From an optimization exercise on the open Yosys and OpenROAD flow, aimed at small area; shortcuts taken in it are not production practice. RTL that was checked went through simulation tests only; none was proved equivalent to the original. Power figures rest on the tool's default switching activity, not on a simulated workload.

== job 101 ==
// mc32_core
module mc32_core (
  input  wire        clk,
  input  wire        rst,           
  input  wire [31:0] prog_len,      
  output wire [31:0] imem_addr,
  input  wire [63:0] imem_rdata,
  output wire [9:0]  dmem_addr,
  output wire        dmem_we,
  output wire [31:0] dmem_wdata,
  input  wire [31:0] dmem_rdata,
  input  wire        in_valid,
  input  wire        in_eof,
  input  wire [7:0]  in_data,
  output wire        in_ready,
  output wire        out_valid,
  output wire [7:0]  out_data,
  output wire        halted,
  output wire        faulted,
  output wire [2:0]  fault_code,
  output wire [31:0] exit_code
);
Size: about 2200 cells after synthesis, roughly 1100 flip-flops, roughly 260 I/O pins, ~31000 um^2 of cells after synthesis.
clock: 10.0 ns
lec_check: 0
abc_area: 0
cap_margin: 20
core_margin: 2
core_utilization: 40
place_density: 0.6
slew_margin: 20
standard.sh (not shown) runs the stock make flow with config.mk's settings and CLKGATE_MAP_FILE= SYNTH_SCRIPT=/design/flow/synth_recipe.tcl, a recipe that flattens the netlist after the stock synthesis.
==> flow/flow/run.sh <==
#!/bin/bash
# The standard layout (the standard.sh, standard synthesis unchanged), with two knobs:
# every port still gets a buffer, but the small buf_1; and CTS without dummy loads, with
# clusters of at most 16 sinks driven by clkbuf_8.
set -euo pipefail
bash standard.sh \
  "BUFFER_PORTS_ARGS=-buffer_cell sky130_fd_sc_hd__buf_1" \
  "CTS_ARGS=-sink_clustering_enable -repair_clock_nets -dont_use_dummy_load -sink_clustering_size 16 -sink_clustering_max_diameter 80 -buf_list sky130_fd_sc_hd__clkbuf_8" \
  finish > standard.log 2>&1
--- input diff job 101..job 102 ---
==> flow/flow/run.sh <==
#!/bin/bash
# The standard layout (the standard.sh, standard synthesis unchanged), with two knobs:
# every port still gets a buffer, but the small buf_1; and CTS without dummy loads, with
# clusters of at most 26 sinks driven by clkbuf_16.
set -euo pipefail
bash standard.sh \
  "BUFFER_PORTS_ARGS=-buffer_cell sky130_fd_sc_hd__buf_1" \
  "CTS_ARGS=-sink_clustering_enable -repair_clock_nets -dont_use_dummy_load -sink_clustering_size 26 -sink_clustering_max_diameter 60 -buf_list sky130_fd_sc_hd__clkbuf_16" \
  finish > standard.log 2>&1
-- flow/config.mk --
<<< job 101, line 10
export CORE_MARGIN = 2
export CORE_UTILIZATION = 40
export PLACE_DENSITY = 0.6
export SLEW_MARGIN = 20
>>> job 102, line 10
export CORE_MARGIN = 2
export CORE_UTILIZATION = 55
export PLACE_DENSITY = 0.72
export SLEW_MARGIN = 20
Summary of job 102 over job 101: worst setup slack after placement fell 0.065 ns, via count rose 101, overall routed net length fell about 4%, growth of design area from synthesis to finish fell 0.52 points, total power rose about 2.6%.
For job 103, these inputs were changed with respect to job 102:
==> flow/flow/run.sh <==
#!/bin/bash
# The standard layout (the standard.sh, standard synthesis unchanged), with two knobs:
# every port still gets a buffer, but the small buf_1; and CTS without dummy loads, with
# clusters of at most 32 sinks driven by clkbuf_16.
set -euo pipefail
bash standard.sh \
  "BUFFER_PORTS_ARGS=-buffer_cell sky130_fd_sc_hd__buf_1" \
  "CTS_ARGS=-sink_clustering_enable -repair_clock_nets -dont_use_dummy_load -sink_clustering_size 32 -sink_clustering_max_diameter 70 -buf_list sky130_fd_sc_hd__clkbuf_16" \
  finish > standard.log 2>&1
==> comparison <==
Between job 103 and job 102, the clock latency on the worst-skew pair does not differ in any meaningful way. In the tables for job 103 and job 102, synthesis-to-layout area growth reads higher with job 102. Clock power shrinks by a few percent when moving from job 102 to job 103. From job 102 to job 103, placed instance count did not move at all.

Another version of the RTL of mc32_core (not shown whole).
Size: ~1,100 flip-flops, about 260 I/O pins.
Settings: LEC_CHECK=0, ABC_AREA=1, CAP_MARGIN=20, CORE_MARGIN=2, CORE_UTILIZATION=40, PLACE_DENSITY=0.6, SLEW_MARGIN=20; clock period 10.0 ns.
==> flow/flow/run.sh <==
#!/bin/bash
# The standard layout (the standard.sh, standard synthesis unchanged), with two knobs:
# every port still gets a buffer, but the small buf_1; and CTS without dummy loads.
set -euo pipefail
bash standard.sh \
  "BUFFER_PORTS_ARGS=-buffer_cell sky130_fd_sc_hd__buf_1" \
  "CTS_ARGS=-sink_clustering_enable -repair_clock_nets -dont_use_dummy_load -sink_clustering_size 20 -sink_clustering_max_diameter 100 -buf_list sky130_fd_sc_hd__clkbuf_8" \
  finish > standard.log 2>&1
==> next run, changes <==
==> flow/run.sh (new file) <==
#!/bin/bash
# synth_recipe.tcl (not shown) runs the flow's synth.tcl, then flattens the netlist and writes it again
# the make line also repeats each setting of config.mk as NAME=value (left out here)
make -C /OpenROAD-flow-scripts/flow DESIGN_CONFIG=/design/flow/config.mk WORK_HOME=/design/flow/orfs CLKGATE_MAP_FILE= SYNTH_SCRIPT=/design/flow/synth_recipe.tcl finish
Settings changed: CORE_UTILIZATION 40 to 60, CTS_BUF_LIST set to sky130_fd_sc_hd__clkbuf_2 sky130_fd_sc_hd__clkbuf_4 sky130_fd_sc_hd__clkbuf_8, PLACE_DENSITY 0.6 to 0.75.
removed: flow/flow/run.sh
removed: flow/standard.sh
Global-route usage is higher by 10 points.
Setup slack loses 1.3 ns.
Critical path depth fell by 1.
Design area rose by roughly a tenth.
Routed wire length went up by a few percent.
Clock power goes up by well over a third.
Hold slack improved by 0.038 ns.
Power rose by a quarter to a third.
Maximum frequency goes down by about a fifth.
==> next run, changes <==
Settings changed: CORE_UTILIZATION 60 to 40, CTS_BUF_LIST sky130_fd_sc_hd__clkbuf_2 sky130_fd_sc_hd__clkbuf_4 sky130_fd_sc_hd__clkbuf_8 to sky130_fd_sc_hd__clkbuf_4, PLACE_DENSITY 0.75 to 0.6.
The changed run produced a clean layout.
First-iteration DRC count is lower by about a fifth.
Cell area went up slightly.
Sequential share of layout area falls by 0.35 points.
Worst setup slack improves by 0.0091 ns.
Sequential power is about the same.
Die area climbs by well over a third.
Utilization shrinks by 24 points.
Wire length rises slightly.
Critical path depth is unchanged.
Power shrinks by a few percent.
==> next run, changes <==
Settings changed: ABC_AREA 1 to unset, CTS_BUF_LIST sky130_fd_sc_hd__clkbuf_4 to unset.
Outcome: Critical path depth goes down by 11. Sequential share of layout area goes down by 1.1 points. Hold slack hardly moves. Count of clock-buffer cells in the layout goes down by 243. Via count goes down by 15%. Wire length goes down by 3.5%. First-iteration DRC count goes down by 20%.

## the previous run
Another version of the RTL of mc32_core (not shown whole).
For scale: about 31000 sq um of cells after synthesis.
==> flow/design.v (excerpt) <==
module mc32_core (
  input  wire        clk,
  input  wire        rst,           
  input  wire [31:0] prog_len,      
  output wire [31:0] imem_addr,
  input  wire [63:0] imem_rdata,
  output wire [9:0]  dmem_addr,
  output wire        dmem_we,
  output wire [31:0] dmem_wdata,
  input  wire [31:0] dmem_rdata,
  input  wire        in_valid,
  input  wire        in_eof,
  input  wire [7:0]  in_data,
  output wire        in_ready,
  output wire        out_valid,
  output wire [7:0]  out_data,
  output wire        halted,
  output wire        faulted,
  output wire [2:0]  fault_code,
  output wire [31:0] exit_code
);
==> flow/config.mk <==
export PLATFORM = sky130hd
export DESIGN_NAME = mc32_core
export DESIGN_NICKNAME = mc32_core
export VERILOG_FILES = /design/flow/design.v
export SDC_FILE = /design/flow/constraint.sdc
export NUM_CORES = 4
export LEC_CHECK = 0
export ABC_AREA = 0
export CAP_MARGIN = 20
export CORE_MARGIN = 2
export CORE_UTILIZATION = 40
export PLACE_DENSITY = 0.6
export SLEW_MARGIN = 20
==> flow/constraint.sdc <==
create_clock -name core_clock -period 10.0 [get_ports {clk}]
set_input_delay 2.0000 -clock core_clock [delete_from_list [all_inputs] [get_ports {clk}]]
set_output_delay 2.0000 -clock core_clock [all_outputs]
set_load 0.01 [all_outputs]
==> flow/flow/run.sh <==
#!/bin/bash
# The standard layout (the standard.sh, standard synthesis unchanged), with two knobs:
# every port still gets a buffer, but the small buf_1; and CTS without dummy loads, with
# clusters of at most 16 sinks driven by clkbuf_8.
set -euo pipefail
bash standard.sh \
  "BUFFER_PORTS_ARGS=-buffer_cell sky130_fd_sc_hd__buf_1" \
  "CTS_ARGS=-sink_clustering_enable -repair_clock_nets -dont_use_dummy_load -sink_clustering_size 16 -sink_clustering_max_diameter 80 -buf_list sky130_fd_sc_hd__clkbuf_8" \
  finish > standard.log 2>&1
Per the final summary, the previous run finished and its layout is clean on timing, DRC and antenna.
Input-level comparison between the current run and the previous run:
- ABC_AREA changed from 0 to 1
==> run summary <==
- Per the comparison of the current run with the previous run, die area rose about 1.2%; height of the die up about 0.6%.
- Relative to the previous run, the post-synthesis share of cell area spent on and, or, nand and nor gates of the current run is higher by 5.4 points.
- From the previous run to the current run the numbers moved as follows: cell count along the critical path up 5; layout buffer count excluding clock buffers saw a decrease; total via count after detailed routing went up.
- The top metal layer carrying routed signals comes out met5 in one run and met4 in the other, namely in the previous run and the current run respectively.
- The faster design of the two is the current run; the previous run tops out lower.
- Looking at placeable core region, the current run sits 0.50% above the previous run.
No run of this note included a check of the RTL's function; only the layout flow was run.

Another version of the RTL of mc32_core (not shown whole).
Size in the first run: ~1100 flip-flops, roughly 260 I/O pins.
Settings: LEC_CHECK=0, ABC_AREA=0, CAP_MARGIN=20, CORE_MARGIN=2, CORE_UTILIZATION=55, PLACE_DENSITY=0.72, SLEW_MARGIN=20; clock period 10.0 ns.
Scripts as last shown in full above: flow/flow/run.sh
The first run went through all stages and came out clean.
==> next run, changes <==
- CORE_UTILIZATION: 55 -> 40
- PLACE_DENSITY: 0.72 -> 0.6
Result:
- fmax is about the same
- routed wire length goes up by 4.7%
- global-route usage shrinks by 5.4 points
- combinational power increases by about 4%
- die area went up by 37%
- cell area goes up by 1.2%
- via count is about the same
- setup slack improves by 9.3 ps
==> next run, changes <==
==> flow/flow/run.sh (replaced) <==
#!/bin/bash
# The standard layout (the standard.sh, standard synthesis unchanged), with two knobs:
# every port still gets a buffer, but the small buf_1; and CTS without dummy loads, with
# clusters of at most 20 sinks driven by clkbuf_8.
set -euo pipefail
bash standard.sh \
  "BUFFER_PORTS_ARGS=-buffer_cell sky130_fd_sc_hd__buf_1" \
  "CTS_ARGS=-sink_clustering_enable -repair_clock_nets -dont_use_dummy_load -sink_clustering_size 20 -sink_clustering_max_diameter 70 -buf_list sky130_fd_sc_hd__clkbuf_8" \
  finish > standard.log 2>&1
The new run completed without violations.
Synthesized cell count is unchanged.
Utilization drops by 0.20 points.
Sequential share of layout area increases by 0.30 points.
Setup slack got worse by 8.8 ps.
Clock power came out lower by about 6%.
Via count is about the same.
Routed wire length stays flat.
Die area does not change.
Global-route usage hardly moves.
Synthesized area is unchanged.

-- port drivers added, routing unchanged --
In the flow no input, the clock included, has a driving cell. The finished layouts below were timed again as built, in two steps. Step 1 sets driving cells, clkbuf_16 on the clock port and buf_2 on the other inputs (assumed; they add their load-dependent delay and slew). Step 2 times the ports against the registers' clock, not the clock port: input delays grow and output delays shrink by t, the midpoint of the rising clock arrivals with the driver on. a / b / c = no drivers / after step 1 / after step 2; a / b = the first two.
run	shift t [ns]	setup slack, ns	clock arrival spread, ns	slew at the worst register clock pin (ns)
job 101	0.711	1.826 / 1.738 / 1.738	0.099 / 0.099	0.11 / 0.11
job 102	0.650	1.959 / 1.905 / 1.905	0.095 / 0.094	0.10 / 0.10
job 103	0.640	1.916 / 1.861 / 1.861	0.103 / 0.103	0.11 / 0.11
the first run of note 2	0.750	3.211 / 3.187 / 3.187	0.115 / 0.115	0.12 / 0.12
the second run of note 2	0.835	1.945 / 1.892 / 1.892	0.051 / 0.051	0.07 / 0.07
the third run of note 2	1.058	1.954 / 1.911 / 1.911	0.147 / 0.148	0.07 / 0.07
the fourth run of note 2	0.721	1.677 / 1.630 / 1.630	0.110 / 0.111	0.07 / 0.07
the previous run	0.707	1.824 / 1.765 / 1.765	0.119 / 0.119	0.11 / 0.11
the current run	0.705	3.097 / 3.035 / 3.035	0.088 / 0.089	0.12 / 0.12
the first run of note 4	0.705	2.739 / 2.699 / 2.699	0.104 / 0.104	0.10 / 0.10
the second run of note 4	0.686	2.748 / 2.691 / 2.691	0.155 / 0.156	0.10 / 0.10
the third run of note 4	0.698	2.739 / 2.684 / 2.684	0.093 / 0.093	0.12 / 0.12
After both steps every run listed still meets setup and hold. The setup slack of job 101, which loses most, moves by -0.088 ns with the drivers and by -0.088 ns with both steps.
